Context: an optimization exercise on an open-source flow, tuned for a short achievable clock period and few clock cycles. The choices shown serve that exercise and are no tape-out recipe.
No functional check of the RTL was part of any run shown here.
Power and IR drop assume default switching activity.

File: flow/flow/run.sh
#!/bin/bash
# The standard layout (standard.sh, unchanged synthesis), with two
# settings changed: port buffers are buf_4 cells instead of the smallest
# buffer, and timing repair may resize cells to any footprint.
export BUFFER_PORTS_ARGS="-buffer_cell sky130_fd_sc_hd__buf_4"
bash standard.sh MATCH_CELL_FOOTPRINT=0 finish > standard_run.log 2>&1
File: flow/standard.sh
#!/bin/bash
# synth_recipe.tcl (not shown) runs the flow's synth.tcl, then flattens the netlist and writes it again
# the make line also repeats each setting of config.mk as NAME=value (left out here)
make -C /OpenROAD-flow-scripts/flow DESIGN_CONFIG=/design/flow/config.mk WORK_HOME=/design/flow/orfs CLKGATE_MAP_FILE= SYNTH_SCRIPT=/design/flow/synth_recipe.tcl "${@:-finish}"
File: flow/config.mk
export PLATFORM = sky130hd
export DESIGN_NAME = wbt_lz_decoder
export DESIGN_NICKNAME = wbt_lz_decoder
export VERILOG_FILES = /design/flow/design.v
export SDC_FILE = /design/flow/constraint.sdc
export NUM_CORES = 4
export LEC_CHECK = 0
export ABC_CLOCK_PERIOD_IN_PS = 2200
export CAP_MARGIN = 20
export CORE_MARGIN = 2
export CORE_UTILIZATION = 40
export SETUP_SLACK_MARGIN = 3.5
export SLEW_MARGIN = 20
export TNS_END_PERCENT = 20
File: flow/constraint.sdc
create_clock -name core_clock -period 6.0 [get_ports {clk}]
set_input_delay 1.2000 -clock core_clock [delete_from_list [all_inputs] [get_ports {clk}]]
set_output_delay 1.2000 -clock core_clock [all_outputs]
set_load 0.01 [all_outputs]
File: flow/design.v
module wbt_lz_decoder (
    input  wire        clk,
    input  wire        rst,
    input  wire        start,
    input  wire        clear,
    /*verilator lint_off UNUSEDSIGNAL*/
    input  wire [3:0]  cfg_format,    
    /*verilator lint_on UNUSEDSIGNAL*/
    input  wire        cfg_image,
    input  wire [15:0] cfg_base_len,
    input  wire [15:0] cfg_stride,
    input  wire [15:0] cfg_in_len,
    input  wire [15:0] cfg_out_len,
    output reg         in_rd_en,
    output reg  [15:0] in_addr,
    input  wire [7:0]  in_rdata,
    output reg         out_we,
    output reg  [15:0] out_waddr,
    output reg  [7:0]  out_wdata,
    output reg         out_rd_en,
    output reg  [15:0] out_raddr,
    input  wire [7:0]  out_rdata,
    output wire [1:0]  state,
    output wire [1:0]  err_kind,
    output wire [3:0]  err_cause,
    output wire [16:0] in_pos,
    output wire [15:0] out_pos,
    output wire [7:0]  bit_buf,
    output wire [3:0]  bit_cnt
);
    localparam [1:0] ST_IDLE = 2'd0, ST_BUSY = 2'd1, ST_DONE = 2'd2, ST_ERROR = 2'd3;
    localparam [1:0] K_TRUNC = 2'd1, K_CORRUPT = 2'd2;
    localparam [3:0] C_PREFIX      = 4'd1,
                     C_REFILL      = 4'd4,
                     C_RAW         = 4'd5,
                     C_BAD_PARAM   = 4'd8,
                     C_OFF_ZERO    = 4'd10,
                     C_OFF_BEFORE  = 4'd11,
                     C_LEN_OVERRUN = 4'd12,
                     C_GAMMA_OVF   = 4'd13;
    localparam I_INIT = 0, I_PRE = 1, I_TOK = 2, I_K = 3, I_SEL = 4, I_F = 5,
               I_HI = 6, I_E = 7, I_GZ = 8, I_GV = 9, I_CHK = 10, I_END = 11;
    localparam NPS = 12;
    reg [1:0]  st;
    reg [1:0]  ekind;
    reg [3:0]  ecause;
    reg [16:0] ip;
    reg [15:0] pcur;
    reg [7:0]  bbuf;
    reg [3:0]  bcnt;
    assign state     = st;
    assign err_kind  = ekind;
    assign err_cause = ecause;
    assign in_pos    = ip;
    assign out_pos   = pcur;
    assign bit_buf   = bbuf;
    assign bit_cnt   = bcnt;
    wire busy = (st == ST_BUSY);
    reg        one_byte;
    reg        use_ctx;
    reg [15:0] blen;
    reg [15:0] stride;
    reg [15:0] ulen;
    reg [15:0] in_len;
    reg [1:0]  ctx_base;        
    reg [16:0] plen;            
    reg [16:0] alignp;          
    wire [18:0] b19 = {3'b0, blen};
    wire [18:0] s19 = {3'b0, stride};
    reg  [18:0] b3_r, b5_r, b7_r, smb_r, spb_r, sp2b_r;
    reg         wide;       
    reg  [18:0] oct0, oct1, oct2, oct3, oct4, oct5, oct6, oct7;
    always @(posedge clk) begin
        b3_r   <= b19 + (b19 << 1);
        b5_r   <= b19 + (b19 << 2);
        b7_r   <= (b19 << 3) - b19;
        smb_r  <= s19 - b19;
        spb_r  <= s19 + b19;
        sp2b_r <= s19 + (b19 << 1);
        oct0 <= b19;
        oct1 <= b19 << 1;
        oct2 <= b3_r;
        wide <= (b5_r < s19);
        if (wide) begin
            oct3 <= smb_r;
            oct4 <= s19;
            oct5 <= spb_r;
            oct6 <= sp2b_r;
            oct7 <= s19 << 1;
        end else begin
            oct3 <= b19 << 2;
            oct4 <= b5_r;
            oct5 <= b3_r << 1;
            oct6 <= b7_r;
            oct7 <= b19 << 3;
        end
    end
    reg [7:0]  fm0, fm1, fm2, fm3;
    reg [3:0]  ftg;             
    reg [1:0]  wp;
    reg [3:0]  rp;
    reg [3:0]  fv;              
    wire [3:0] rp1 = {rp[2:0], rp[3]};
    wire [3:0] rp2 = {rp[1:0], rp[3:2]};
    wire [3:0] rp3 = {rp[0], rp[3:1]};
    function [7:0] fsel(input [3:0] oh, input [7:0] a, input [7:0] b,
                        input [7:0] c, input [7:0] d);
        fsel = ({8{oh[0]}} & a) | ({8{oh[1]}} & b) | ({8{oh[2]}} & c) | ({8{oh[3]}} & d);
    endfunction
    wire [7:0] f0 = fsel(rp,  fm0, fm1, fm2, fm3);
    wire [7:0] f1 = fsel(rp1, fm0, fm1, fm2, fm3);
    wire [7:0] f2 = fsel(rp2, fm0, fm1, fm2, fm3);
    wire [7:0] f3 = fsel(rp3, fm0, fm1, fm2, fm3);
    wire [3:0] ft = {|(rp3 & ftg), |(rp2 & ftg), |(rp1 & ftg), |(rp & ftg)};
    wire [7:0] e0 = fv[0] ? f0 : in_rdata;
    wire [7:0] e1 = fv[1] ? f1 : in_rdata;
    wire [7:0] e2 = fv[2] ? f2 : in_rdata;
    wire [7:0] e3 = fv[3] ? f3 : in_rdata;
    wire [3:0] eav = fv | (rd_pend ? {fv[2:0], 1'b1} : 4'd0);
    wire [3:0] etg = (fv & ft) | (~fv & {4{rd_tag}});
    reg        rd_pend;         
    reg        rd_tag;
    reg [1:0]  pop_r;           
    reg        align_r;
    reg [16:0] fptr;
    reg [16:0] in_addr17;
    reg [NPS-1:0] ps;
    reg        bz;              
    reg        bc1;             
    reg [15:0] pre_rem;
    reg        pz;              
    reg [15:0] rem;             
    reg        rz;              
    reg        r1;              
    reg [1:0]  sel;
    reg [1:0]  sel_n;
    reg [18:0] offset;
    reg [1:0]  base;
    reg [7:0]  lo;
    reg [4:0]  gz;
    reg        gbig;
    reg [4:0]  gi;
    reg [15:0] gval;
    reg [16:0] len;
    reg        pdone;
    reg        err_pend;
    reg [1:0]  ek_r;
    reg [3:0]  ec_r;
    reg        bitv, bit_avail, bit_bad;
    reg [7:0]  rb;
    reg        rb_avail, rb_bad;
    reg [7:0]  hb;
    reg        hb_avail, hb_bad;
    wire [7:0] nbuf      = bz ? {f0[6:0], 1'b0} : {bbuf[6:0], 1'b0};
    wire [3:0] ncnt      = bz ? 4'd7 : (bcnt - 4'd1);
    localparam VW = 27;
    function [VW-1:0] view(input [1:0] hd, input z, input [7:0] bb,
                           input [7:0] x0, input [7:0] x1, input [7:0] x2, input [7:0] x3,
                           input [3:0] av, input [3:0] tg);
        reg [7:0] h, n;
        reg       hav, htg, nav, ntg;
        begin
            case (hd)
                2'd0: begin h = x0; hav = av[0]; htg = tg[0]; n = x1; nav = av[1]; ntg = tg[1]; end
                2'd1: begin h = x1; hav = av[1]; htg = tg[1]; n = x2; nav = av[2]; ntg = tg[2]; end
                default: begin h = x2; hav = av[2]; htg = tg[2]; n = x3; nav = av[3]; ntg = tg[3]; end
            endcase
            view = {z ? h[7] : bb[7],
                    !z || hav,
                    z && hav && !htg,
                    z ? n : h,
                    z ? nav : hav,
                    z ? (nav && !ntg) : (hav && !htg),
                    h, hav, hav && !htg};
        end
    endfunction
    wire [7:0] bb_sh = {bbuf[6:0], 1'b0};
    wire [7:0] f0_sh = {f0[6:0], 1'b0};
    wire [VW-1:0] v_n = view(2'd0, bz, bbuf, e0, e1, e2, e3, eav, etg);
    wire [VW-1:0] v_b = bz ? view(2'd1, 1'b0, f0_sh, e0, e1, e2, e3, eav, etg)
                           : view(2'd0, bc1, bb_sh, e0, e1, e2, e3, eav, etg);
    wire [VW-1:0] v_r = bz ? view(2'd2, 1'b0, f0_sh, e0, e1, e2, e3, eav, etg)
                           : view(2'd1, bc1, bb_sh, e0, e1, e2, e3, eav, etg);
    wire [VW-1:0] v_h = view(2'd1, bz, bbuf, e0, e1, e2, e3, eav, etg);
    localparam QW = 44;         
    reg          sg_valid;
    reg [QW-1:0] sg;
    reg [QW-1:0] qm [0:7];
    reg [2:0]    qwp, qrp;
    reg [3:0]    qcnt;
    wire         q_empty = (qcnt == 4'd0);
    wire         q_full  = qcnt[3];
    reg        e_valid, e_lit, e_fwd1, e_fwd2, e_last;
    reg [7:0]  e_byte;
    reg [15:0] e_src, e_len, e_dst;
    reg        s1_valid, s1_lit, s1_fwd1, s1_fwd2;
    reg [7:0]  s1_byte;
    reg [15:0] s1_dst;
    reg        s2_valid, s2_lit, s2_fwd1, s2_fwd2;
    reg [7:0]  s2_byte;
    reg [15:0] s2_dst;
    reg [7:0]  hist2;
    wire e_load   = !e_valid || e_last;
    wire q_pop    = e_load && !q_empty;
    wire sg_to_e  = e_load && q_empty && sg_valid;
    wire sg_to_q  = sg_valid && !sg_to_e && (!q_full || q_pop);
    wire sg_free  = !sg_valid || sg_to_e || sg_to_q;
    wire [QW-1:0] q_head = qm[qrp];
    wire [QW-1:0] e_in   = q_empty ? sg : q_head;
    always @(posedge clk) begin
        s2_lit    <= s1_lit;
        s2_byte   <= s1_byte;
        s2_fwd1   <= s1_fwd1;
        s2_fwd2   <= s1_fwd2;
        s2_dst    <= s1_dst;
        s1_lit    <= e_lit;
        s1_byte   <= e_byte;
        s1_fwd1   <= e_fwd1;
        s1_fwd2   <= e_fwd2;
        s1_dst    <= e_dst;
        out_raddr <= e_src;
        if (e_load) begin
            {e_last, e_lit, e_byte, e_src, e_len, e_fwd1, e_fwd2} <= e_in;
        end else begin
            e_last <= (e_len == 16'd2);
            e_len  <= e_len - 16'd1;
            e_src  <= e_src + 16'd1;
        end
    end
    wire pipe_empty = !sg_valid && q_empty && !e_valid && !s1_valid && !s2_valid;
    reg        take_bit;        
    reg        take_raw;        
    reg        take_hi;         
    reg        err;
    reg [1:0]  ek;
    reg [3:0]  ec;
    reg        push;
    reg        push_lit;
    reg [NPS-1:0] ps_n;
    reg        do_align;
    reg        fin;
    reg  off_zero, off_before;
    always @(posedge clk) begin
        off_zero   <= (offset == 19'd0);
        off_before <= (offset > {3'd0, pcur});
    end
    wire len_over   = gbig || (len > {1'b0, rem});
    task automatic bit_step(input want_raw, input [NPS-1:0] nxt);
        begin
            if (bit_avail) begin
                if (bit_bad) begin
                    err = 1'b1; ek = K_TRUNC; ec = C_REFILL;
                end else if (!want_raw) begin
                    take_bit = 1'b1;
                    ps_n = nxt;
                end else if (rb_avail) begin
                    take_bit = 1'b1;
                    if (rb_bad) begin
                        err = 1'b1; ek = K_TRUNC; ec = C_RAW;
                    end else begin
                        take_raw = 1'b1;
                        ps_n = nxt;
                    end
                end
            end
        end
    endtask
    always @(*) begin
        take_bit = 1'b0;
        take_raw = 1'b0;
        take_hi  = 1'b0;
        err      = 1'b0;
        ek       = K_TRUNC;
        ec       = C_REFILL;
        push     = 1'b0;
        push_lit = 1'b0;
        ps_n     = ps;
        do_align = 1'b0;
        fin      = 1'b0;
        if (ps[I_PRE]) begin
            if (!pz) begin
                if (hb_avail) begin
                    if (hb_bad) begin
                        err = 1'b1; ek = K_TRUNC; ec = C_PREFIX;
                    end else if (sg_free) begin
                        take_hi  = 1'b1;
                        push     = 1'b1;
                        push_lit = 1'b1;
                    end
                end
            end else if (rz) begin
                fin = 1'b1;
            end else begin
                do_align = 1'b1;
                ps_n = (1 << I_TOK);
            end
        end
        if (ps[I_TOK]) begin
            if (rz) begin
                fin = 1'b1;
            end else if (bit_avail && !bit_bad && bitv) begin
                if (rb_avail) begin
                    if (rb_bad) begin
                        take_bit = 1'b1;
                        err = 1'b1; ek = K_TRUNC; ec = C_RAW;
                    end else if (sg_free) begin
                        take_bit = 1'b1;
                        take_raw = 1'b1;
                        push     = 1'b1;
                        push_lit = 1'b1;
                    end
                end
            end else if (use_ctx) begin
                bit_step(1'b0, (1 << I_K));
            end else if (one_byte) begin
                bit_step(1'b1, (1 << I_E));
            end else begin
                bit_step(1'b0, (1 << I_F));
            end
        end
        if (ps[I_K]) begin
            if (bitv)          bit_step(1'b0, (1 << I_SEL));
            else if (one_byte) bit_step(1'b1, (1 << I_E));
            else               bit_step(1'b0, (1 << I_F));
        end
        if (ps[I_SEL]) begin
            bit_step(1'b0, (sel_n == 2'd2) ? (1 << I_E) : (1 << I_SEL));
        end
        if (ps[I_F]) begin
            bit_step(1'b1, bitv ? (1 << I_E) : (1 << I_HI));
        end
        if (ps[I_HI]) begin
            if (hb_avail) begin
                if (hb_bad) begin
                    err = 1'b1; ek = K_TRUNC; ec = C_RAW;
                end else begin
                    take_hi = 1'b1;
                    ps_n = (1 << I_E);
                end
            end
        end
        if (ps[I_E]) begin
            bit_step(1'b0, bitv ? (1 << I_CHK) : (1 << I_GZ));
        end
        if (ps[I_GZ]) begin
            if (!bitv && gz == 5'd31) begin
                if (bit_avail) begin
                    if (bit_bad) begin
                        err = 1'b1; ek = K_TRUNC; ec = C_REFILL;
                    end else begin
                        take_bit = 1'b1;
                        err = 1'b1; ek = K_CORRUPT; ec = C_GAMMA_OVF;
                    end
                end
            end else begin
                bit_step(1'b0, !bitv ? (1 << I_GZ) : (gz == 5'd0) ? (1 << I_CHK) : (1 << I_GV));
            end
        end
        if (ps[I_GV]) begin
            bit_step(1'b0, (gi == 5'd1) ? (1 << I_CHK) : (1 << I_GV));
        end
        if (ps[I_CHK]) begin
            if (off_zero) begin
                err = 1'b1; ek = K_CORRUPT; ec = C_OFF_ZERO;
            end else if (off_before) begin
                err = 1'b1; ek = K_CORRUPT; ec = C_OFF_BEFORE;
            end else if (len_over) begin
                err = 1'b1; ek = K_CORRUPT; ec = C_LEN_OVERRUN;
            end else if (sg_free) begin
                push = 1'b1;
                ps_n = (1 << I_TOK);
            end
        end
        if (err || fin) ps_n = (1 << I_END);
    end
    wire pop1 = (take_bit && bz) ^ (take_raw | take_hi);
    wire pop2 = take_bit && bz && take_raw;
    wire [15:0]   src_c = pcur - offset[15:0];
    wire [QW-1:0] cmd_lit = {1'b1, 1'b1, ps[I_PRE] ? hb : rb, 16'd0, 16'd1, 2'b00};
    wire [QW-1:0] cmd_cpy = {len == 17'd1, 1'b0, 8'd0, src_c, len[15:0],
                             offset == 19'd1, offset == 19'd2};
    wire [15:0]   padd = ps[I_CHK] ? len[15:0] : 16'd1;
    wire [16:0] len_a = {gval, 1'b0} + {15'd0, base} - 17'd1;
    wire [16:0] len_b = {gval, 1'b1} + {15'd0, base} - 17'd1;
    wire [3:0] fv_pop = pop2 ? {2'b00, fv[3:2]} : pop1 ? {1'b0, fv[3:1]} : fv;
    wire [3:0] fv_n   = rd_pend ? {fv_pop[2:0], 1'b1} : fv_pop;
    wire [3:0] rp_n   = pop2 ? {rp[1:0], rp[3:2]} : pop1 ? rp1 : rp;
    wire pf_room = !fv[3] && !(fv[2] && (rd_pend || in_rd_en)) &&
                   !(fv[1] && rd_pend && in_rd_en);
    wire pf_issue = busy && !ps[I_INIT] && !ps[I_END] && pf_room;
    wire [16:0] pf_addr = (fptr == plen) ? alignp : fptr;
    wire bad_param = (cfg_image && cfg_base_len == 16'd0) || cfg_format[1];
    wire pgt1 = (blen[15:1] != 15'd0) && (ulen[15:1] != 15'd0);
    wire b_lt_u = (blen < ulen);
    wire [16:0] ip_p1 = ip + 17'd1;
    wire [16:0] ip_p2 = ip + 17'd2;
    always @(posedge clk) begin
        in_rd_en  <= 1'b0;
        out_rd_en <= 1'b0;
        rd_pend   <= in_rd_en;
        rd_tag    <= (in_addr17 < {1'b0, in_len});
        out_we <= s2_valid && busy && !err_pend && !rst;
        if (s2_valid) begin
            out_waddr <= s2_dst;
            out_wdata <= s2_lit  ? s2_byte :
                         s2_fwd1 ? out_wdata :
                         s2_fwd2 ? hist2 : out_rdata;
            hist2     <= out_wdata;
        end
        if (!busy) begin
            one_byte  <= cfg_format[3];
            use_ctx   <= cfg_format[0] & cfg_image;
            blen      <= cfg_image ? cfg_base_len : 16'd1;
            ctx_base  <= (cfg_base_len != 16'd1) ? 2'd1 : 2'd2;
            stride    <= cfg_stride;
            ulen      <= cfg_out_len;
            in_len    <= cfg_in_len;
            rem       <= cfg_out_len;
            rz        <= (cfg_out_len == 16'd0);
            r1        <= (cfg_out_len == 16'd1);
            bz        <= 1'b1;
            bc1       <= 1'b0;
            bit_avail <= 1'b0;
            rb_avail  <= 1'b0;
            hb_avail  <= 1'b0;
            fv        <= 4'd0;
            rp        <= 4'b0001;
            wp        <= 2'd0;
            pop_r     <= 2'd0;
            align_r   <= 1'b0;
            rd_pend   <= 1'b0;
            sg_valid  <= 1'b0;
            qcnt      <= 4'd0;
            qwp       <= 3'd0;
            qrp       <= 3'd0;
            e_valid   <= 1'b0;
            s1_valid  <= 1'b0;
            s2_valid  <= 1'b0;
            e_dst     <= 16'd0;
            pdone     <= 1'b0;
            err_pend  <= 1'b0;
            ps        <= (1 << I_INIT);
            in_addr   <= 16'd0;
            in_addr17 <= 17'd0;
        end
        if (busy) begin
            if (ps[I_INIT]) begin
                plen     <= b_lt_u ? {1'b0, blen} : {1'b0, ulen};
                pre_rem  <= b_lt_u ? blen : ulen;
                pz       <= (blen == 16'd0) || (ulen == 16'd0);
                alignp   <= b_lt_u ? (({1'b0, blen} + 17'd3) & ~17'd3)
                                   : (({1'b0, ulen} + 17'd3) & ~17'd3);
                in_rd_en  <= 1'b1;
                in_addr   <= pgt1 ? 16'd1 : 16'd4;
                in_addr17 <= pgt1 ? 17'd1 : 17'd4;
                fptr      <= pgt1 ? 17'd2 : 17'd5;
                ps        <= (1 << I_PRE);
            end else if (pf_issue) begin
                in_rd_en  <= 1'b1;
                in_addr   <= pf_addr[15:0];
                in_addr17 <= pf_addr;
                fptr      <= pf_addr + 17'd1;
            end
            if (rd_pend) begin
                case (wp)
                    2'd0: fm0 <= in_rdata;
                    2'd1: fm1 <= in_rdata;
                    2'd2: fm2 <= in_rdata;
                    default: fm3 <= in_rdata;
                endcase
                ftg[wp] <= rd_tag;
                wp <= wp + 2'd1;
            end
            rp <= rp_n;
            fv <= fv_n;
            {bitv, bit_avail, bit_bad, rb, rb_avail, rb_bad, hb, hb_avail, hb_bad} <=
                (take_bit && take_raw) ? v_r :
                take_bit               ? v_b :
                take_hi                ? v_h : v_n;
            if (!ps[I_INIT]) ps <= ps_n;
            if (take_bit) begin
                bbuf <= nbuf;
                bcnt <= ncnt;
                bz   <= !bz && bc1;
                bc1  <= bz ? 1'b0 : (bcnt == 4'd2);
            end
            pop_r   <= {pop2, pop1};
            align_r <= do_align;
            if (align_r)       ip <= alignp;
            else if (pop_r[1]) ip <= ip_p2;
            else if (pop_r[0]) ip <= ip_p1;
            if (push) begin
                pcur <= pcur + padd;
                rem  <= rem - padd;
                rz   <= ps[I_CHK] ? (len[15:0] == rem) : r1;
                r1   <= ps[I_CHK] ? (len[15:0] + 16'd1 == rem) : (rem == 16'd2);
            end
            if (ps[I_PRE] && take_hi) begin
                pre_rem <= pre_rem - 16'd1;
                pz      <= (pre_rem == 16'd1);
            end
            if (fin) pdone <= 1'b1;
            if (err) begin
                err_pend <= 1'b1;
                ek_r     <= ek;
                ec_r     <= ec;
            end
            if (take_bit) begin
                if (ps[I_K]) sel_n <= 2'd0;
                if (ps[I_SEL]) begin
                    sel   <= {sel[0], bitv};
                    sel_n <= sel_n + 2'd1;
                    base  <= ctx_base;
                    case ({sel, bitv})
                        3'd0: offset <= oct0;
                        3'd1: offset <= oct1;
                        3'd2: offset <= oct2;
                        3'd3: offset <= oct3;
                        3'd4: offset <= oct4;
                        3'd5: offset <= oct5;
                        3'd6: offset <= oct6;
                        default: offset <= oct7;
                    endcase
                end
                if (ps[I_E]) begin
                    gz   <= 5'd0;
                    gbig <= 1'b0;
                    len  <= {15'd0, base};
                end
                if (ps[I_GZ]) begin
                    if (bitv) begin
                        gi   <= gz;
                        gval <= 16'd1;
                        gbig <= gz[4];
                    end else begin
                        gz <= gz + 5'd1;
                    end
                end
                if (ps[I_GV]) begin
                    gval <= {gval[14:0], bitv};
                    gi   <= gi - 5'd1;
                    len  <= bitv ? len_b : len_a;
                end
            end
            if (ps[I_TOK] || ps[I_K] || ps[I_F]) begin
                offset <= {11'd0, rb};
                lo     <= rb;
                base   <= (ps[I_F] && !bitv) ? 2'd3 : 2'd2;
            end
            if (ps[I_HI]) offset <= {3'd0, hb, lo};
            if (sg_free) begin
                sg_valid <= push;
                sg       <= ps[I_CHK] ? cmd_cpy : cmd_lit;
            end
            if (sg_to_q) begin
                qm[qwp] <= sg;
                qwp <= qwp + 3'd1;
            end
            if (q_pop) qrp <= qrp + 3'd1;
            qcnt <= qcnt + {3'd0, sg_to_q} - {3'd0, q_pop};
            s2_valid  <= s1_valid;
            s1_valid  <= e_valid;
            out_rd_en <= e_valid && !e_lit;
            if (e_valid) e_dst <= e_dst + 16'd1;
            if (e_load) e_valid <= !q_empty || sg_valid;
            if (err_pend) begin
                st     <= ST_ERROR;
                ekind  <= ek_r;
                ecause <= ec_r;
            end else if (pdone && pipe_empty) begin
                st <= ST_DONE;
            end
        end else if (start) begin
            ip       <= 17'd0;
            pcur     <= 16'd0;
            bbuf     <= 8'd0;
            bcnt     <= 4'd0;
            in_rd_en <= 1'b1;
            st       <= bad_param ? ST_ERROR : ST_BUSY;
            ekind    <= bad_param ? K_CORRUPT : 2'd0;
            ecause   <= bad_param ? C_BAD_PARAM : 4'd0;
        end else if (clear) begin
            if (st == ST_DONE || st == ST_ERROR) begin
                st     <= ST_IDLE;
                ekind  <= 2'd0;
                ecause <= 4'd0;
            end
        end
        if (rst) begin
            st       <= ST_IDLE;
            ekind    <= 2'd0;
            ecause   <= 4'd0;
            ip       <= 17'd0;
            pcur     <= 16'd0;
            bbuf     <= 8'd0;
            bcnt     <= 4'd0;
            in_rd_en <= 1'b0;
        end
    end
endmodule
==> results of run 1 <==
-- timing repair --
action / CTS / global route
pin swaps: 115 / 221
buffers inserted: 158 / 163
endpoints found under the setup margin: 957 / 869
cloned: 13 / 11
resized for setup: 282 / 413
-- kinds of logic after synthesis --
group           share of synthesized area [%]
buf+inv                                  3.52
compound gates                           11.7
mux                                      7.03
fa+ha+maj                                6.69
xor+xnor                                 4.19
simple gates                             11.6
flops                                    55.2
other cells                           0.00659
-- layer usage --
| layer | up-vias | track usage (%) | share of wire, % |
|---|---|---|---|
| met3 | 304 | 4.71 | 8.1 |
| met5 | - | 0 | 0.024 |
| li1 | 19400 | - | - |
| met2 | 1497 | 33.3 | 45 |
| met4 | 6 | 7.36 | 3.4 |
| met1 | 20200 | 30.3 | 43 |
-- critical path, stage by stage, from the launching register on --
cell	delay, ns
edfxtp_1	0.42
buf_6	0.16
buf_12	0.13
ha_4	0.17
fa_2	0.42
nor2b_2	0.15
o21ai_2	0.09
a21boi_2	0.20
o211ai_1	0.19
a21oi_2	0.26
a2111oi_4	0.06
nor3_2	0.25
a221o_1	0.24
a31oi_1	0.11
-- worst max path at each step --
stage	startpoint	to	depth (start not counted)
detailed placement	bit_avail$_SDFF_PN0_	offset[5]$_DFFE_PP_	7
finish	blen[0]$_SDFFCE_PN1N_	smb_r[16]$_DFF_P_	13
floorplan	e_valid$_DFF_P_	qm[0][0]$_DFFE_PP_	8
CTS	offset[1]$_DFFE_PP_	sg[33]$_SDFFCE_PN0P_	11
global route	blen[0]$_SDFFCE_PN1N_	smb_r[16]$_DFF_P_	13
global placement	bit_avail$_SDFF_PN0_	offset[11]$_DFFE_PP_	7
-- power by group --
group / internal [mW] / switching, mW
registers: 9.98 / 0.681
clock network: 5.02 / 3.56
logic: 2.26 / 2.57
-- flip-flops by register name, indices dropped and copies added, names as in the netlist, 17 cells and up --
register / count
qm: 352
sg: 44
b7_r: 19
oct3: 19
oct4: 19
oct6: 19
offset: 19
b5_r: 18
oct2: 18
oct5: 18
oct7: 18
sp2b_r: 18
fptr: 17
in_addr17: 17
ip: 17
len: 17
spb_r: 17
-- stage by stage --
stage	instances	setup WS (ns)
after global placement	6955	2.12
after global routing	7553	2.90
after floorplan	5032	2.75
after CTS	7379	2.79
after detailed placement	6956	2.14
final	7556	2.98
-- layout make-up --
cell class	count	area (um^2)	share of cell area, %
sequential	1214	31500	44.2
clock buffer	188	3920	5.50
timing repair buffer	600	5510	7.74
antenna	3	7.51	0.0105
tap	1890	2360	3.32
multi-input combinational	3304	26000	36.6
inverter	293	1140	1.61
clock inverter	64	721	1.01
-- cells in the mapped netlist (22+ instances only) --
cell type,instances,area (um^2)
a211oi_1,69,518
a21o_1,37,278
a21oi_1,320,1600
a22o_1,22,193
a22oi_1,80,601
a31oi_1,48,300
and2_1,38,238
and3_1,58,363
buf_1,40,150
clkbuf_1,169,634
dfxtp_1,504,10100
edfxtp_1,710,21300
ha_1,288,3600
inv_1,289,1080
mux2_2,47,529
mux2i_1,119,1190
mux4_2,100,2250
nand2_1,401,1510
nand2b_1,51,319
nand3_1,102,510
nand4_1,40,250
nor2_1,455,1710
nor2b_1,62,388
nor3_1,93,465
nor4_1,30,188
o21a_1,50,375
o21ai_0,210,1050
or3_1,27,169
xnor2_1,194,1700
xor2_1,75,657
==> flow_metrics.tcl, run 1 <==
set metrics [dict create \
    place_area_mm2 0.0605 \
    num_rows 138 \
    dieArea_mm2 0.145 \
    final_area_mm2 0.0712 \
    syn_avg_cell_area_um2 11.3 \
    rsz0062_at_grt "yes" \
    num-fill-cells 12300 \
    critPathArrivalTime_ns 3.64 \
    synth_area_mm2 0.0569 \
    tightest_slew_ns 0.950 \
    status "finished clean" \
    boundaryPins 201 \
    cts_buffers 136 \
    tns_ns 0 \
    crit_path_max_fanout 7 \
    nNetsFinal 5936 \
    critPathLaunchType "flop" \
    grt_usage_pct 21.7 \
    synth_seq_cells 1214 \
    grt-ovfl-total 0 \
    num_vias 41400 \
    reg2reg_to "smb_r[16]$_DFF_P_" \
    cts-root-buf "clkbuf_16" \
    totalWireLength_mm 167 \
    yosysWarnings 1 \
    clk_latency_ns 0.78 \
    via_per_inst 5.48 \
    whs_ns 0.325 \
    dr.pass1.iters 6 \
    relSlewSlack_pct 35.8 \
    dieWidth_um 381 \
    routedWlPerCell_um 22.1 \
    core_mm2 0.141 \
    antenna_found_initial 7 \
    min_from "s1_dst[15]$_DFF_P_" \
    ant_nets 0 \
    hold_path_end "s2_dst[15]$_DFF_P_" \
    maxCapViolCount 0 \
    p_leak_nw 26.9 \
    grt_max_degree 91 \
    worst_ir_drop_vdd_uv 295 \
    critical_path_class "flop to flop" \
    clk_pin_slew_ns 0.06 \
    r2r_start "blen[0]$_SDFFCE_PN1N_" \
    final_cell_mix "710 x edfxtp_1, 485 x buf_4, 470 x dfxtp_1, 430 x nor2_1, 380 x nand2_1" \
    final.min_clock_period_ns 3.02 \
    synth_ff_type "edfxtp_1" \
    ctsHoldBuffers 0 \
    clockBufferDepth 3 \
    cts_tree "done" \
    post-dp-hpwl_mm 107 \
    ys_types 97 \
    syn-num-nets 5419 \
    dieHeight_um 381 \
    p_per_area_mw_per_mm2 338 \
    drc_errors 0 \
    setup_viol 0 \
    power_mw 24.1 \
    min_path_type "flop to flop" \
    synth-async-reset-ratio_pct 0 \
    slew_viol_final 0 \
    hold_viol 0 \
    initial_utilization_pct 40.2 \
    drive_above_1_share_pct 25.2 \
    rrSetupSlack_ns 2.98 \
    hold_depth 0 \
    required_ns 6.63 \
    synthCells 5032 \
    area_growth_pct 25.2 \
    gp_congestion 0.915 \
    fmax_mhz 332 \
    synth-edff-count 710 \
    htree_levels 4 \
    cts.sinks 1214 \
    seq_area_frac_synth_pct 55.2 \
    end_kind "flop" \
    utilization_pct 50.4 \
    rr_worst_depth 13 \
    min_period_over_period_pct 50.3 \
    final_common_cell "edfxtp_1" \
    grt_pass1_wl_mm 241 \
    drt_iter0_drc 3571 \
    port_buffers 198 \
    grt_pass1_vias 39000 \
    finClkSkew_ns 0.0318 \
]
==> run 2: changes to the inputs <==
--- a/flow/design.v
+++ b/flow/design.v
@@ -69,14 +69,31 @@
     wire [18:0] s19 = {3'b0, stride};
     reg  [18:0] b3_r, b5_r, b7_r, smb_r, spb_r, sp2b_r;
     reg         wide;       
+    reg  [10:0] lo3, lo5, lo7, lomb, lopb, lop2b;
+    reg  [8:0]  xh3, yh3, xh5, yh5, xh7, yh7, xhmb, yhmb, xhpb, yhpb, xhp2b, yhp2b;
+    wire [18:0] b2 = b19 << 1, b4 = b19 << 2, b8 = b19 << 3, nb = ~b19;
+    always @(posedge clk) begin
+        lo3   <= {1'b0, b19[9:0]} + {1'b0, b2[9:0]};
+        lo5   <= {1'b0, b19[9:0]} + {1'b0, b4[9:0]};
+        lo7   <= {1'b0, b8[9:0]}  + {1'b0, nb[9:0]} + 11'd1;
+        lomb  <= {1'b0, s19[9:0]} + {1'b0, nb[9:0]} + 11'd1;
+        lopb  <= {1'b0, s19[9:0]} + {1'b0, b19[9:0]};
+        lop2b <= {1'b0, s19[9:0]} + {1'b0, b2[9:0]};
+        xh3  <= b19[18:10]; yh3  <= b2[18:10];
+        xh5  <= b19[18:10]; yh5  <= b4[18:10];
+        xh7  <= b8[18:10];  yh7  <= nb[18:10];
+        xhmb <= s19[18:10]; yhmb <= nb[18:10];
+        xhpb <= s19[18:10]; yhpb <= b19[18:10];
+        xhp2b <= s19[18:10]; yhp2b <= b2[18:10];
+    end
     reg  [18:0] oct0, oct1, oct2, oct3, oct4, oct5, oct6, oct7;
     always @(posedge clk) begin
-        b3_r   <= b19 + (b19 << 1);
-        b5_r   <= b19 + (b19 << 2);
-        b7_r   <= (b19 << 3) - b19;
-        smb_r  <= s19 - b19;
-        spb_r  <= s19 + b19;
-        sp2b_r <= s19 + (b19 << 1);
+        b3_r   <= {xh3 + yh3 + {8'd0, lo3[10]}, lo3[9:0]};
+        b5_r   <= {xh5 + yh5 + {8'd0, lo5[10]}, lo5[9:0]};
+        b7_r   <= {xh7 + yh7 + {8'd0, lo7[10]}, lo7[9:0]};
+        smb_r  <= {xhmb + yhmb + {8'd0, lomb[10]}, lomb[9:0]};
+        spb_r  <= {xhpb + yhpb + {8'd0, lopb[10]}, lopb[9:0]};
+        sp2b_r <= {xhp2b + yhp2b + {8'd0, lop2b[10]}, lop2b[9:0]};
         oct0 <= b19;
         oct1 <= b19 << 1;
         oct2 <= b3_r;
@@ -129,6 +146,7 @@
     reg        bc1;             
     reg [15:0] pre_rem;
     reg        pz;              
+    reg        p1;              
     reg [15:0] rem;             
     reg        rz;              
     reg        r1;              
@@ -203,11 +221,12 @@
     wire e_load   = !e_valid || e_last;
     wire q_pop    = e_load && !q_empty;
     wire sg_to_e  = e_load && q_empty && sg_valid;
-    wire sg_to_q  = sg_valid && !sg_to_e && (!q_full || q_pop);
+    wire sg_to_q  = sg_valid && !sg_to_e && !q_full;
     wire sg_free  = !sg_valid || sg_to_e || sg_to_q;
     wire [QW-1:0] q_head = qm[qrp];
     wire [QW-1:0] e_in   = q_empty ? sg : q_head;
     always @(posedge clk) begin
+        if (!q_full) qm[qwp] <= sg;
         s2_lit    <= s1_lit;
         s2_byte   <= s1_byte;
         s2_fwd1   <= s1_fwd1;
@@ -286,6 +305,14 @@
                         take_hi  = 1'b1;
                         push     = 1'b1;
                         push_lit = 1'b1;
+                        if (p1) begin
+                            if (r1) begin
+                                fin = 1'b1;
+                            end else begin
+                                do_align = 1'b1;
+                                ps_n = (1 << I_TOK);
+                            end
+                        end
                     end
                 end
             end else if (rz) begin
@@ -388,7 +415,9 @@
     wire pf_room = !fv[3] && !(fv[2] && (rd_pend || in_rd_en)) &&
                    !(fv[1] && rd_pend && in_rd_en);
     wire pf_issue = busy && !ps[I_INIT] && !ps[I_END] && pf_room;
-    wire [16:0] pf_addr = (fptr == plen) ? alignp : fptr;
+    wire        pf_eq   = (fptr == plen);
+    wire [16:0] pf_addr = pf_eq ? alignp : fptr;
+    wire [16:0] fptr_p1 = fptr + 17'd1;
     wire bad_param = (cfg_image && cfg_base_len == 16'd0) || cfg_format[1];
     wire pgt1 = (blen[15:1] != 15'd0) && (ulen[15:1] != 15'd0);
     wire b_lt_u = (blen < ulen);
@@ -448,6 +477,8 @@
                 plen     <= b_lt_u ? {1'b0, blen} : {1'b0, ulen};
                 pre_rem  <= b_lt_u ? blen : ulen;
                 pz       <= (blen == 16'd0) || (ulen == 16'd0);
+                p1       <= ((blen == 16'd1) && (ulen != 16'd0)) ||
+                            ((ulen == 16'd1) && (blen != 16'd0));
                 alignp   <= b_lt_u ? (({1'b0, blen} + 17'd3) & ~17'd3)
                                    : (({1'b0, ulen} + 17'd3) & ~17'd3);
                 in_rd_en  <= 1'b1;
@@ -459,7 +490,7 @@
                 in_rd_en  <= 1'b1;
                 in_addr   <= pf_addr[15:0];
                 in_addr17 <= pf_addr;
-                fptr      <= pf_addr + 17'd1;
+                fptr      <= pf_eq ? {alignp[16:1], 1'b1} : fptr_p1;
             end
             if (rd_pend) begin
                 case (wp)
@@ -497,7 +528,8 @@
             end
             if (ps[I_PRE] && take_hi) begin
                 pre_rem <= pre_rem - 16'd1;
-                pz      <= (pre_rem == 16'd1);
+                pz      <= p1;
+                p1      <= (pre_rem == 16'd2);
             end
             if (fin) pdone <= 1'b1;
             if (err) begin
@@ -552,10 +584,7 @@
                 sg_valid <= push;
                 sg       <= ps[I_CHK] ? cmd_cpy : cmd_lit;
             end
-            if (sg_to_q) begin
-                qm[qwp] <= sg;
-                qwp <= qwp + 3'd1;
-            end
+            if (sg_to_q) qwp <= qwp + 3'd1;
             if (q_pop) qrp <= qrp + 3'd1;
             qcnt <= qcnt + {3'd0, sg_to_q} - {3'd0, q_pop};
             s2_valid  <= s1_valid;
==> run 2 against run 1 <==
Clock power rose by 2.7%. Sequential power rose by 7%. Critical path depth decreased by 2. Utilization is 1.1 points lower. Via count decreased by 3.4%. Final cell count decreased by 2.2%. Fmax rose by 1.1%. Worst setup slack better by 0.034 ns. Die area grew 1.7%. Non-clock buffer count shrank 105. Synthesized area grew 1.7%. Critical path type unchanged. Largest power group unchanged.
==> flow_metrics.tcl, run 2 <==
set metrics [dict create \
    syn_avg_cell_area_um2 11.7 \
    yosysMostFrequentCell "edfxtp_1" \
    final.min_clock_period_ns 2.98 \
    synthTopCellsByArea "edfxtp_1 37%, dfxtp_1 20%, ha_1 6.0%" \
    rrSetupSlack_ns 3.02 \
    post-dp-hpwl_mm 106 \
    syn-num-nets 5329 \
    area_growth_pct 22.3 \
    setup_viol 0 \
    num_vias 40000 \
    drc_errors 0 \
    boundaryPins 201 \
    largest_reg_flops 352 \
    yosys.area.top_type "edfxtp_1" \
    maxCapViolCount 0 \
    crit_path_max_fanout 5 \
    totalWireLength_mm 163 \
    synth_seq_cells 1291 \
    antenna_found_initial 12 \
    relSlewSlack_pct 27.4 \
    htree_levels 4 \
    cts_buffers 140 \
    synth_area_mm2 0.0578 \
    power_mw 24.4 \
    hold_depth 0 \
    cp-startpoint "ps[10]$_SDFF_PP0_" \
    cts-root-buf "clkbuf_16" \
    grt_max_degree 131 \
    ctsHoldBuffers 0 \
    grt_util_met2_pct 33.9 \
    rsz0062_at_grt "yes" \
    critPathLaunchType "flop" \
    hold_viol 0 \
    gp_congestion 0.931 \
    met3_usage_pct 4.06 \
    fmax_mhz 335 \
    crit_slowest_cell "or4_4" \
    yosysWarnings 1 \
    ant_nets 0 \
    finClkSkew_ns 0.0314 \
    drive_above_1_share_pct 22.5 \
    port_buffers 198 \
    top_regs "qm: 352 flops, sg: 44 flops" \
    end_kind "flop" \
    dieArea_mm2 0.148 \
    top_register "qm" \
    worstPathCellList "buf_8, nand2_4, ha_4, or4_4, or2_1, o311a_4, a31o_2, o41ai_2, xnor2_1, or3_1, a31oi_1" \
    grt_pass1_vias 38700 \
    required_ns 6.71 \
    final_common_cell "edfxtp_1" \
    clk_pin_slew_ns 0.06 \
    seq_area_frac_synth_pct 57.0 \
    drt_iter0_drc 3225 \
    num_rows 139 \
    synth_ff_type "edfxtp_1" \
    tns_ns 0 \
    r2r_start "ps[10]$_SDFF_PP0_" \
    via_per_inst 5.42 \
    status "finished clean" \
    synth-async-reset-ratio_pct 0 \
    cts.sinks 1291 \
    clockBufferDepth 3 \
    dieWidth_um 384 \
    ys_types 89 \
    grt-ovfl-total 0 \
    endpoint "rem[15]$_DFF_P_" \
    p_per_area_mw_per_mm2 345 \
    core_mm2 0.143 \
    worst_ir_drop_vdd_uv 359 \
    p_leak_nw 27.4 \
    slew_viol_final 0 \
    top_usage_layer "met2" \
    nNetsFinal 5756 \
    synthCells 4940 \
    tightest_slew_ns 1.09 \
    grt_util_met1_pct 29.0 \
    dieHeight_um 384 \
    reg2reg_to "rem[15]$_DFF_P_" \
    cts_tree "done" \
    critical_path_class "flop to flop" \
    min_path_type "flop to flop" \
    rr_worst_depth 11 \
    synth-edff-count 711 \
    crit_path_max_incr_delay_ns 0.51 \
    grt_usage_pct 21.3 \
    synth_top_area_share_pct 36.9 \
    routedWlPerCell_um 22.1 \
    synth_common_cells "711 x edfxtp_1, 580 x dfxtp_1, 399 x nor2_1, 354 x nand2_1, 316 x inv_1" \
    final_cell_mix "711 x edfxtp_1, 554 x dfxtp_1, 410 x buf_4, 373 x nor2_1, 331 x nand2_1" \
    dr.pass1.iters 6 \
    critPathArrivalTime_ns 3.69 \
    initial_utilization_pct 40.3 \
    min_period_over_period_pct 49.7 \
    grt_pass1_wl_mm 238 \
    clk_latency_ns 0.79 \
]
[run 2: metrics by stage]
step / hold WS, ns / util (%) / cell area, um^2 / setup WS [ns] / instances
finish: 0.314 / 49.3 / 70700 / 3.02 / 7388
CTS: 0.312 / 47.9 / 68700 / 3.08 / 7281
floorplan: 0.310 / - / 57900 / 2.96 / 4940
global route: 0.314 / 49.3 / 70700 / 2.97 / 7385
global placement: 0.310 / 42.9 / 61500 / 1.75 / 6886
detailed placement: 0.312 / 42.9 / 61500 / 1.75 / 6886
[run 2: logic make-up (layout without fill, tap and decap cells)]
| group | Yosys count | after routing | synth area share [%] |
|---|---|---|---|
| buffers and inverters | 533 | 1068 | 3.51 |
| muxes | 294 | 294 | 7.28 |
| DFF | 1291 | 1291 | 57.0 |
| AOI/OAI and AO/OA | 1037 | 1041 | 11.6 |
| other | 1 | 4 | 0.00649 |
| adders and majority gates | 300 | 300 | 6.78 |
| and+or+nand+nor | 1226 | 1229 | 9.89 |
| xor gates and xnor gates | 258 | 258 | 3.94 |
[run 2: worst min path at each step]
| stage | from | endpoint |
|---|---|---|
| after CTS | s1_dst[1]$_DFF_P_ | s2_dst[1]$_DFF_P_ |
| after global placement | lop2b[4]$_DFF_P_ | sp2b_r[4]$_DFF_P_ |
| after detailed placement | lo3[7]$_DFF_P_ | b3_r[7]$_DFF_P_ |
| final | s1_dst[1]$_DFF_P_ | s2_dst[1]$_DFF_P_ |
| after floorplan | lo3[2]$_DFF_P_ | b3_r[2]$_DFF_P_ |
| after global routing | s1_byte[6]$_DFF_P_ | s2_byte[6]$_DFF_P_ |
[run 2: critical path: cells and delay by family (launching register included)]
family,cells,cell delay (ns)
adder cells (fa/ha/maj),1,0.20
flip-flops,1,0.42
AO/OA/AOI/OAI,4,0.79
XOR/XNOR,1,0.13
AND/OR/NAND/NOR,4,1.21
buffers and inverters,1,0.16
[run 2: timing repair]
item / 4_1_cts / 5_1_grt
cloned: 13 / 12
pin swaps: 102 / 134
setup endpoints to repair: 674 / 640
gates resized for setup: 307 / 250
buffers inserted: 125 / 92
[run 2: power by group]
part	internal, mW	switching [mW]	leakage, nW	total, mW
combinational	1.96	2.25	13.5	4.20
sequential	10.7	0.751	11.5	11.4
clock	5.13	3.68	2.35	8.81
total	17.7	6.67	27.4	24.4
[run 2: area by class of cell]
class	count	area, um^2
Inverter	316	1230
Antenna cell	3	7.51
Clock inverter	58	664
Multi-Input combinational cell	3123	24800
Tap cell	1903	2380
Sequential cell	1291	33000
Timing Repair Buffer	495	4490
Clock buffer	199	4140
Fill cell	12500	72800
[run 2: routing by layer]
layer  up-vias  part of all wire [%]
li1      18800                     -
met4        18                   3.4
met3       312                   6.9
met1     19600                    44
met2      1223                    46
met5         -                 0.071
==> run 3: changes to the inputs <==
--- a/flow/design.v
+++ b/flow/design.v
@@ -159,6 +159,7 @@
     reg        gbig;
     reg [4:0]  gi;
     reg [15:0] gval;
+    reg [15:0] gp1;             
     reg [16:0] len;
     reg        pdone;
     reg        err_pend;
@@ -258,12 +259,29 @@
     reg [NPS-1:0] ps_n;
     reg        do_align;
     reg        fin;
-    reg  off_zero, off_before;
+    reg  off_zero, off_before, fwd1_r, fwd2_r;
+    reg  [15:0] src_r;
     always @(posedge clk) begin
         off_zero   <= (offset == 19'd0);
         off_before <= (offset > {3'd0, pcur});
+        src_r      <= pcur - offset[15:0];
+        fwd1_r     <= (offset == 19'd1);
+        fwd2_r     <= (offset == 19'd2);
+    end
+    reg  len_over;
+    wire base_over = (rem[15:2] == 14'd0) && (rem[1:0] < base);
+    wire ov00 = {gval, 1'b0} > {1'b0, rem};
+    wire ov01 = {gval, 1'b1} > {1'b0, rem};
+    wire ov10 = {gp1, 1'b0}  > {1'b0, rem};
+    wire ov11 = {gp1, 1'b1}  > {1'b0, rem};
+    reg  ov_g;
+    always @(*) begin
+        case (base)
+            2'd1:    ov_g = bitv ? ov01 : ov00;
+            2'd2:    ov_g = bitv ? ov10 : ov01;
+            default: ov_g = bitv ? ov11 : ov10;
+        endcase
     end
-    wire len_over   = gbig || (len > {1'b0, rem});
     task automatic bit_step(input want_raw, input [NPS-1:0] nxt);
         begin
             if (bit_avail) begin
@@ -404,11 +422,20 @@
     wire pop2 = take_bit && bz && take_raw;
     wire [15:0]   src_c = pcur - offset[15:0];
     wire [QW-1:0] cmd_lit = {1'b1, 1'b1, ps[I_PRE] ? hb : rb, 16'd0, 16'd1, 2'b00};
-    wire [QW-1:0] cmd_cpy = {len == 17'd1, 1'b0, 8'd0, src_c, len[15:0],
-                             offset == 19'd1, offset == 19'd2};
-    wire [15:0]   padd = ps[I_CHK] ? len[15:0] : 16'd1;
-    wire [16:0] len_a = {gval, 1'b0} + {15'd0, base} - 17'd1;
-    wire [16:0] len_b = {gval, 1'b1} + {15'd0, base} - 17'd1;
+    wire [QW-1:0] cmd_cpy = {len == 17'd1, 1'b0, 8'd0, src_r, len[15:0],
+                             fwd1_r, fwd2_r};
+    wire [15:0]   pcur_lit = pcur + 16'd1;
+    wire [15:0]   pcur_cpy = pcur + len[15:0];
+    wire [15:0]   rem_lit  = rem - 16'd1;
+    wire [15:0]   rem_cpy  = rem - len[15:0];
+    reg [16:0] len_g;
+    always @(*) begin
+        case (base)
+            2'd1:    len_g = {gval, bitv};
+            2'd2:    len_g = bitv ? {gp1, 1'b0} : {gval, 1'b1};
+            default: len_g = {gp1, bitv};
+        endcase
+    end
     wire [3:0] fv_pop = pop2 ? {2'b00, fv[3:2]} : pop1 ? {1'b0, fv[3:1]} : fv;
     wire [3:0] fv_n   = rd_pend ? {fv_pop[2:0], 1'b1} : fv_pop;
     wire [3:0] rp_n   = pop2 ? {rp[1:0], rp[3:2]} : pop1 ? rp1 : rp;
@@ -479,14 +506,16 @@
                 pz       <= (blen == 16'd0) || (ulen == 16'd0);
                 p1       <= ((blen == 16'd1) && (ulen != 16'd0)) ||
                             ((ulen == 16'd1) && (blen != 16'd0));
-                alignp   <= b_lt_u ? (({1'b0, blen} + 17'd3) & ~17'd3)
-                                   : (({1'b0, ulen} + 17'd3) & ~17'd3);
+                alignp   <= 17'd4;
                 in_rd_en  <= 1'b1;
                 in_addr   <= pgt1 ? 16'd1 : 16'd4;
                 in_addr17 <= pgt1 ? 17'd1 : 17'd4;
                 fptr      <= pgt1 ? 17'd2 : 17'd5;
                 ps        <= (1 << I_PRE);
-            end else if (pf_issue) begin
+            end else begin
+                alignp <= {plen[16:2] + {14'd0, |plen[1:0]}, 2'b00};
+            end
+            if (!ps[I_INIT] && pf_issue) begin
                 in_rd_en  <= 1'b1;
                 in_addr   <= pf_addr[15:0];
                 in_addr17 <= pf_addr;
@@ -521,8 +550,8 @@
             else if (pop_r[1]) ip <= ip_p2;
             else if (pop_r[0]) ip <= ip_p1;
             if (push) begin
-                pcur <= pcur + padd;
-                rem  <= rem - padd;
+                pcur <= ps[I_CHK] ? pcur_cpy : pcur_lit;
+                rem  <= ps[I_CHK] ? rem_cpy : rem_lit;
                 rz   <= ps[I_CHK] ? (len[15:0] == rem) : r1;
                 r1   <= ps[I_CHK] ? (len[15:0] + 16'd1 == rem) : (rem == 16'd2);
             end
@@ -555,14 +584,16 @@
                     endcase
                 end
                 if (ps[I_E]) begin
-                    gz   <= 5'd0;
-                    gbig <= 1'b0;
-                    len  <= {15'd0, base};
+                    gz       <= 5'd0;
+                    gbig     <= 1'b0;
+                    len      <= {15'd0, base};
+                    len_over <= base_over;
                 end
                 if (ps[I_GZ]) begin
                     if (bitv) begin
                         gi   <= gz;
                         gval <= 16'd1;
+                        gp1  <= 16'd2;
                         gbig <= gz[4];
                     end else begin
                         gz <= gz + 5'd1;
@@ -570,8 +601,10 @@
                 end
                 if (ps[I_GV]) begin
                     gval <= {gval[14:0], bitv};
+                    gp1  <= bitv ? {gp1[14:0], 1'b0} : {gval[14:0], 1'b1};
                     gi   <= gi - 5'd1;
-                    len  <= bitv ? len_b : len_a;
+                    len  <= len_g;
+                    len_over <= gbig || ov_g;
                 end
             end
             if (ps[I_TOK] || ps[I_K] || ps[I_F]) begin
==> run 3 against run 2 <==
Still clean on timing, DRC and antenna. Synthesized cell count rose by 4.3%. Worst setup slack improved by 0.054 ns. Clock-buffer cell count rose by 7. Largest cell class unchanged. Highest routed layer is now met4.
==> flow_metrics.tcl, run 3 <==
set metrics [dict create \
    rsz0062_at_grt "yes" \
    dieArea_mm2 0.152 \
    synth_area_mm2 0.0595 \
    grt_pass1_vias 40100 \
    dieWidth_um 390 \
    final.min_clock_period_ns 2.93 \
    cts_buffers 144 \
    slew_viol_final 0 \
    worstPathCellList "inv_2, ha_1, nand2_1, or4b_4, or4_4, o211a_1, a21oi_2, o31ai_4, a32oi_1, nand2_1" \
    drc_errors 0 \
    top_regs "qm: 352 flops, sg: 44 flops" \
    required_ns 6.49 \
    fmax_mhz 341 \
    drt_iter0_drc 3766 \
    critPathLaunchType "flop" \
    crit_path_max_incr_delay_ns 0.53 \
    synthCells 5151 \
    rr_worst_depth 10 \
    post-dp-hpwl_mm 106 \
    dieHeight_um 390 \
    tightest_slew_ns 1.14 \
    place_area_mm2 0.0630 \
    r2r_start "rem[12]$_DFF_P_" \
    crit_top_cell "nand2_1" \
    clk_latency_ns 0.77 \
    syn_avg_cell_area_um2 11.5 \
    hold_viol 0 \
    area_growth_pct 19.9 \
    dr.pass1.iters 6 \
    ys_types 94 \
    end_kind "flop" \
    reg2reg_to "len_over$_DFFE_PP_" \
    gp_congestion 0.898 \
    routedWlPerCell_um 22.2 \
    largest_reg_flops 352 \
    num_vias 41900 \
    via_per_inst 5.54 \
    crit_path_max_fanout 5 \
    synth_top_area_share_pct 36.7 \
    whs_ns 0.320 \
    synthTopCellsByArea "edfxtp_1 37%, dfxtp_1 20%, ha_1 5.7%" \
    cts.sinks 1326 \
    final_common_cell "edfxtp_1" \
    totalWireLength_mm 168 \
    port_buffers 198 \
    relSlewSlack_pct 23.0 \
    yosys.area.top_type "edfxtp_1" \
    cts_tree "done" \
    synth-edff-count 728 \
    min_from "lopb[9]$_DFF_P_" \
    crit_slowest_cell "or4b_4" \
    core_mm2 0.148 \
    final_area_mm2 0.0713 \
    finClkSkew_ns 0.0387 \
    synth_seq_cells 1326 \
    final_cell_mix "728 x edfxtp_1, 565 x dfxtp_1, 400 x nor2_1, 379 x buf_4, 372 x nand2_1" \
    clockBufferDepth 3 \
    status "finished clean" \
    num_rows 141 \
    grt_pass1_wl_mm 245 \
    critical_path_class "flop to flop" \
    tns_ns 0 \
    rrSetupSlack_ns 3.07 \
    maxCapViolCount 0 \
    synth_common_cells "728 x edfxtp_1, 598 x dfxtp_1, 419 x nor2_1, 384 x nand2_1, 286 x inv_1" \
    synth-async-reset-ratio_pct 0 \
    grt_max_degree 71 \
    grt-ovfl-total 0 \
    top_register "qm" \
    boundaryPins 201 \
    drive_above_1_share_pct 19.3 \
    critPathArrivalTime_ns 3.42 \
    grt_usage_pct 21.1 \
    worst_ir_drop_vdd_uv 337 \
    antenna_found_initial 12 \
    min_path_type "flop to flop" \
    p_leak_nw 27.3 \
    synth_ff_type "edfxtp_1" \
    num-fill-cells 13100 \
    seq_area_frac_synth_pct 56.9 \
    min_period_over_period_pct 48.8 \
    initial_utilization_pct 40.3 \
    hold_depth 0 \
    yosysWarnings 1 \
    yosysMostFrequentCell "edfxtp_1" \
    hold_path_end "spb_r[9]$_DFF_P_" \
    cts-root-buf "clkbuf_16" \
    ant_nets 0 \
    htree_levels 4 \
    utilization_pct 48.3 \
    syn-num-nets 5530 \
    p_per_area_mw_per_mm2 356 \
    setup_viol 0 \
    clk_pin_slew_ns 0.06 \
    nNetsFinal 5890 \
]
[run 3: critical path, delay by kind of cell (launching register included)]
family / cells / cell delay [ns]
buffers and inverters: 1 / 0.09
and+or+nand+nor: 4 / 1.16
AOI/OAI and AO/OA: 4 / 0.70
adders and majority gates: 1 / 0.29
DFF: 1 / 0.40
[run 3: metrics by stage]
stage                     instances  power (mW)  worst slack [ns]
after floorplan                5151        14.6              2.59
after global placement         7085        16.1              1.64
after detailed placement       7086        16.1              1.56
after CTS                      7476        25.4              3.05
after global routing           7573        26.5              2.98
final                          7574        25.4              3.07
[run 3: where the power goes]
part	total [mW]	switching, mW	internal [mW]
Clock	8.95	3.70	5.25
Sequential	11.8	0.813	11.0
Combinational	4.66	2.60	2.07
Total	25.4	7.10	18.3
[run 3: worst max path at each step]
| stage | depth (start not counted) | end | slack, ns | startpoint |
|---|---|---|---|---|
| after floorplan | 14 | pcur[14]$_SDFFE_PP0P_ | 2.59 | ps[10]$_SDFF_PP0_ |
| after global placement | 10 | bcnt[2]$_SDFFE_PP0P_ | 1.64 | qcnt[3]$_SDFF_PN0_ |
| after detailed placement | 10 | bcnt[2]$_SDFFE_PP0P_ | 1.56 | qcnt[3]$_SDFF_PN0_ |
| after CTS | 9 | len_over$_DFFE_PP_ | 3.05 | gval[10]$_SDFFCE_PN0P_ |
| after global routing | 10 | len_over$_DFFE_PP_ | 2.98 | rem[12]$_DFF_P_ |
| final | 10 | len_over$_DFFE_PP_ | 3.07 | rem[12]$_DFF_P_ |
[run 3: area by class of cell]
class / instances / area [um^2] / share of cell area [%]
diodes: 12 / 30.0 / 0.0421
clock buffers: 206 / 4160 / 5.83
clock inverters: 61 / 641 / 0.898
inverters: 289 / 1130 / 1.59
multi-input cells: 3299 / 24900 / 34.8
flip-flops and latches: 1326 / 33900 / 47.5
well taps: 1930 / 2410 / 3.38
repair buffers: 451 / 4200 / 5.89
[run 3: kinds of logic after synthesis]
logic type,Yosys count,synth area share [%]
compound gates,1101,12.0
mux,273,6.68
buf+inv,533,3.41
fa+ha+maj,290,6.36
xor+xnor,233,3.46
other cells,1,0.00630
flops,1326,56.9
simple gates,1394,11.2
[run 3: repair_timing]
item | in CTS | in global routing
gates cloned | 16 | 12
endpoints found under the setup margin | 595 | 443
pin swaps | 52 | 71
hold buffers | 0 | 0
resized for setup | 197 | 181
setup buffers | 107 | 73
[run 3: routing by layer]
metal	wire (um)	GRT usage (%)
met1	72400	28.7
met2	79800	34.1
met3	11600	3.73
met4	4230	6.92
met5	0	0
==> run 4: changes to the inputs <==
--- a/flow/config.mk
+++ b/flow/config.mk
@@ -8,7 +8,7 @@
 export ABC_CLOCK_PERIOD_IN_PS = 2200
 export CAP_MARGIN = 20
 export CORE_MARGIN = 2
-export CORE_UTILIZATION = 40
+export CORE_UTILIZATION = 55
 export SETUP_SLACK_MARGIN = 3.5
 export SLEW_MARGIN = 20
-export TNS_END_PERCENT = 20
+export TNS_END_PERCENT = 100
==> run 4 against run 3 <==
Total power about the same. Worst setup slack better by 0.049 ns. Clock skew down 0.015 ns. Final cell count down 5.8%. Sequential share of layout area down 0.49 points. Worst hold slack better by 0.0012 ns. Register-to-register slack better by 0.05 ns. Routed wire length down 1.6%. Clock-buffer cell count down 10. Synthesized cell count unchanged. Critical endpoint unchanged. Largest power group unchanged. Highest routed layer is now met5.
==> flow_metrics.tcl, run 4 <==
set metrics [dict create \
    drt_iter0_drc 3724 \
    dp_slack_ns 2.04 \
    routed-wl-met2_mm 77.9 \
    synth-async-reset-ratio_pct 0 \
    syn_avg_cell_area_um2 11.5 \
    post-dp-hpwl_mm 106 \
    finClkSkew_ns 0.0241 \
    drive_above_1_share_pct 23.4 \
    final_cell_mix "728 x edfxtp_1, 519 x dfxtp_1, 423 x buf_4, 391 x nor2_1, 371 x nand2_1" \
    power_switching_mw 7.05 \
    routedWlPerCell_um 23.2 \
    yosysWarnings 1 \
    p_comb_share_pct 18.5 \
    min_period_over_period_pct 48.0 \
    grt_pass1_vias 40000 \
    drt-met1-wl_mm 70.8 \
    synth_seq_cells 1326 \
    critPathLaunchType "flop" \
    synth_area_mm2 0.0595 \
    seqPwrFrac_pct 46.1 \
    core_mm2 0.107 \
    clk_latency_ns 0.76 \
    cp-startpoint "rem[11]$_DFF_P_" \
    ys_types 94 \
    rsz0062_at_grt "yes" \
    num_rows 120 \
    dr.pass1.iters 8 \
    num_vias 41900 \
    area_growth_pct 21.7 \
    slew_viol_final 0 \
    clk_pin_slew_ns 0.06 \
    grt_usage_pct 29.0 \
    dieWidth_um 333 \
    critPathArrivalTime_ns 3.37 \
    required_ns 6.49 \
    htree_levels 4 \
    seq_area_frac_synth_pct 56.9 \
    boundaryPins 201 \
    p_sw_share_pct 27.7 \
    worstPathCellList "inv_2, ha_1, nand4_1, or4b_4, or4_4, or2_4, a31oi_4, o31ai_1, a32oi_1, nand2_1" \
    power.share.clock_pct 35.4 \
    min_from "lop2b[6]$_DFF_P_" \
    synth_top_area_share_pct 36.7 \
    port_buffers 198 \
    initial_utilization_pct 55.5 \
    maxCapViolCount 0 \
    nNetsFinal 5990 \
    final.min_clock_period_ns 2.88 \
    worst_ir_drop_vdd_uv 380 \
    tns_ns 0 \
    top_register "qm" \
    cts-root-buf "clkbuf_16" \
    antenna_found_initial 3 \
    hold_viol 0 \
    synth_ff_type "edfxtp_1" \
    end_kind "flop" \
    setup_viol 0 \
    top_layer_used "met5" \
    tightest_slew_ns 1.03 \
    largest_reg_flops 352 \
    synth_common_cells "728 x edfxtp_1, 598 x dfxtp_1, 419 x nor2_1, 384 x nand2_1, 286 x inv_1" \
    dieArea_mm2 0.111 \
    clockBufferDepth 3 \
    synthTopCellsByArea "edfxtp_1 37%, dfxtp_1 20%, ha_1 5.7%" \
    whs_ns 0.321 \
    via_per_inst 5.87 \
    min_path_type "flop to flop" \
    drc_errors 0 \
    p_per_area_mw_per_mm2 351 \
    synth-edff-count 728 \
    yosys.area.top_type "edfxtp_1" \
    crit_path_max_fanout 6 \
    synthCells 5151 \
    critical_path_class "flop to flop" \
    grt-ovfl-total 0 \
    grt_pass1_wl_mm 245 \
    top_regs "qm: 352 flops, sg: 44 flops" \
    crit_slowest_cell "or4b_4" \
    cts.sinks 1326 \
    ant_nets 0 \
    cts_buffers 140 \
    yosysMostFrequentCell "edfxtp_1" \
    grt_max_degree 83 \
    met3_length_mm 10.1 \
    totalWireLength_mm 165 \
    final_common_cell "edfxtp_1" \
    internal-power_mw 18.4 \
    syn-num-nets 5530 \
    p_leak_nw 28.0 \
    fmax_mhz 347 \
    crit_path_max_incr_delay_ns 0.52 \
    relSlewSlack_pct 30.8 \
    gp_congestion 0.926 \
    dieHeight_um 333 \
    r2r_start "rem[11]$_DFF_P_" \
    status "finished clean" \
    setup_ws_ns 3.12 \
    cts_tree "done" \
]
-- run 4: cell counts after synthesis --
Identical to the previous run, type by type.
-- run 4: final cells by class --
cell class	count	area, um^2
clock inverters	64	727
repair inverters	2	17.5
inverters	289	1180
clock buffers	196	4120
well taps	1403	1760
diodes	3	7.51
flip-flops and latches	1326	34000
fillers	8145	34800
repair buffers	551	5000
multi-input cells	3301	25500
-- run 4: kinds of logic (layout without fill, tap and decap cells) --
kind of cell / after synthesis / count (layout) / share of synthesized area, %
other: 1 / 4 / 0.00630
AOI/OAI and AO/OA: 1101 / 1107 / 12.0
DFF: 1326 / 1326 / 56.9
muxes: 273 / 273 / 6.68
xor gates and xnor gates: 233 / 233 / 3.46
and+or+nand+nor: 1394 / 1397 / 11.2
buffers and inverters: 533 / 1102 / 3.41
adders and majority gates: 290 / 290 / 6.36
-- run 4: stage by stage --
step	cell area, um^2	total power [mW]	instances	utilization [%]
after floorplan	59900	14.7	5151	-
after CTS	70200	25.4	7010	65.5
final	72400	25.4	7135	67.5
after global placement	62600	16.0	6561	58.4
after global routing	72400	26.5	7132	67.5
after detailed placement	62600	16.1	6561	58.4
-- run 4: metal layers --
metal | up-vias | global-route usage, %
met5 | - | 0
met4 | 2 | 11.3
met3 | 321 | 4.60
met2 | 1352 | 46.9
met1 | 20500 | 39.4
li1 | 19700 | -
-- run 4: power groups by stage --
stage | combinational [mW] | sequential, mW | clock (mW)
2_1_floorplan | 3.06 | 11.6 | 0
3_3_place_gp | 4.06 | 12.0 | 0
3_5_place_dp | 4.13 | 12.0 | 0
4_1_cts | 4.52 | 11.7 | 9.13
5_1_grt | 5.16 | 11.9 | 9.50
6_report | 4.69 | 11.7 | 8.99
-- run 4: path summary, 6_finish.rpt --
path	cells past startpoint	slack, ns	to
worst max register to register	10	3.12	len_over$_DFFE_PP_
worst min register to register	0	0.32	sp2b_r[6]$_DFF_P_
worst min-delay path	0	0.32	sp2b_r[6]$_DFF_P_
worst max-delay path	10	3.12	len_over$_DFFE_PP_
-- run 4: worst max-delay path: cells and delay by family (launching register included) --
family                     cells  cell delay [ns]
buffers and inverters          1             0.08
AOI/OAI and AO/OA              3             0.43
adders and majority gates      1             0.29
and+or+nand+nor                5             1.43
DFF                            1             0.39
-- run 4: timing repair --
action | in CTS | in global routing
resized for setup | 365 | 268
gates cloned | 17 | 6
pin swaps | 66 | 132
setup endpoints to repair | 742 | 316
buffers inserted | 172 | 116
hold buffers | 0 | 0

-- port drivers added, routing unchanged --
Ports are ideal in the flow. The routed layouts listed here were re-timed in OpenROAD. Step 1 (the two cells are an assumption about what drives the block):
set clk [get_ports {clk}]
set_driving_cell -lib_cell sky130_fd_sc_hd__clkbuf_16 $clk
set_driving_cell -lib_cell sky130_fd_sc_hd__buf_2 [delete_from_list [all_inputs] $clk]
Step 2 moves the port delays by t, midway between the first and last clock arrival at a register: inputs arrive t later, outputs are due t later. That takes back most of the time a late clock gives input paths. Three values: ideal ports, drivers, drivers and shift; two values: the first two.
run	t, ns	slack for setup (ns)	pins driven straight from the clock port
run 1	0.846	2.984 / 2.984 / 2.984	1
run 2	0.861	3.018 / 3.018 / 2.933	1
run 3	0.829	3.072 / 3.072 / 2.909	1
run 4	0.822	3.121 / 3.121 / 3.121	1
After both steps setup and hold are still met in every run listed. For run 3, which loses most, drivers alone change the setup slack by 0.000 ns; drivers and shift together by -0.163 ns.
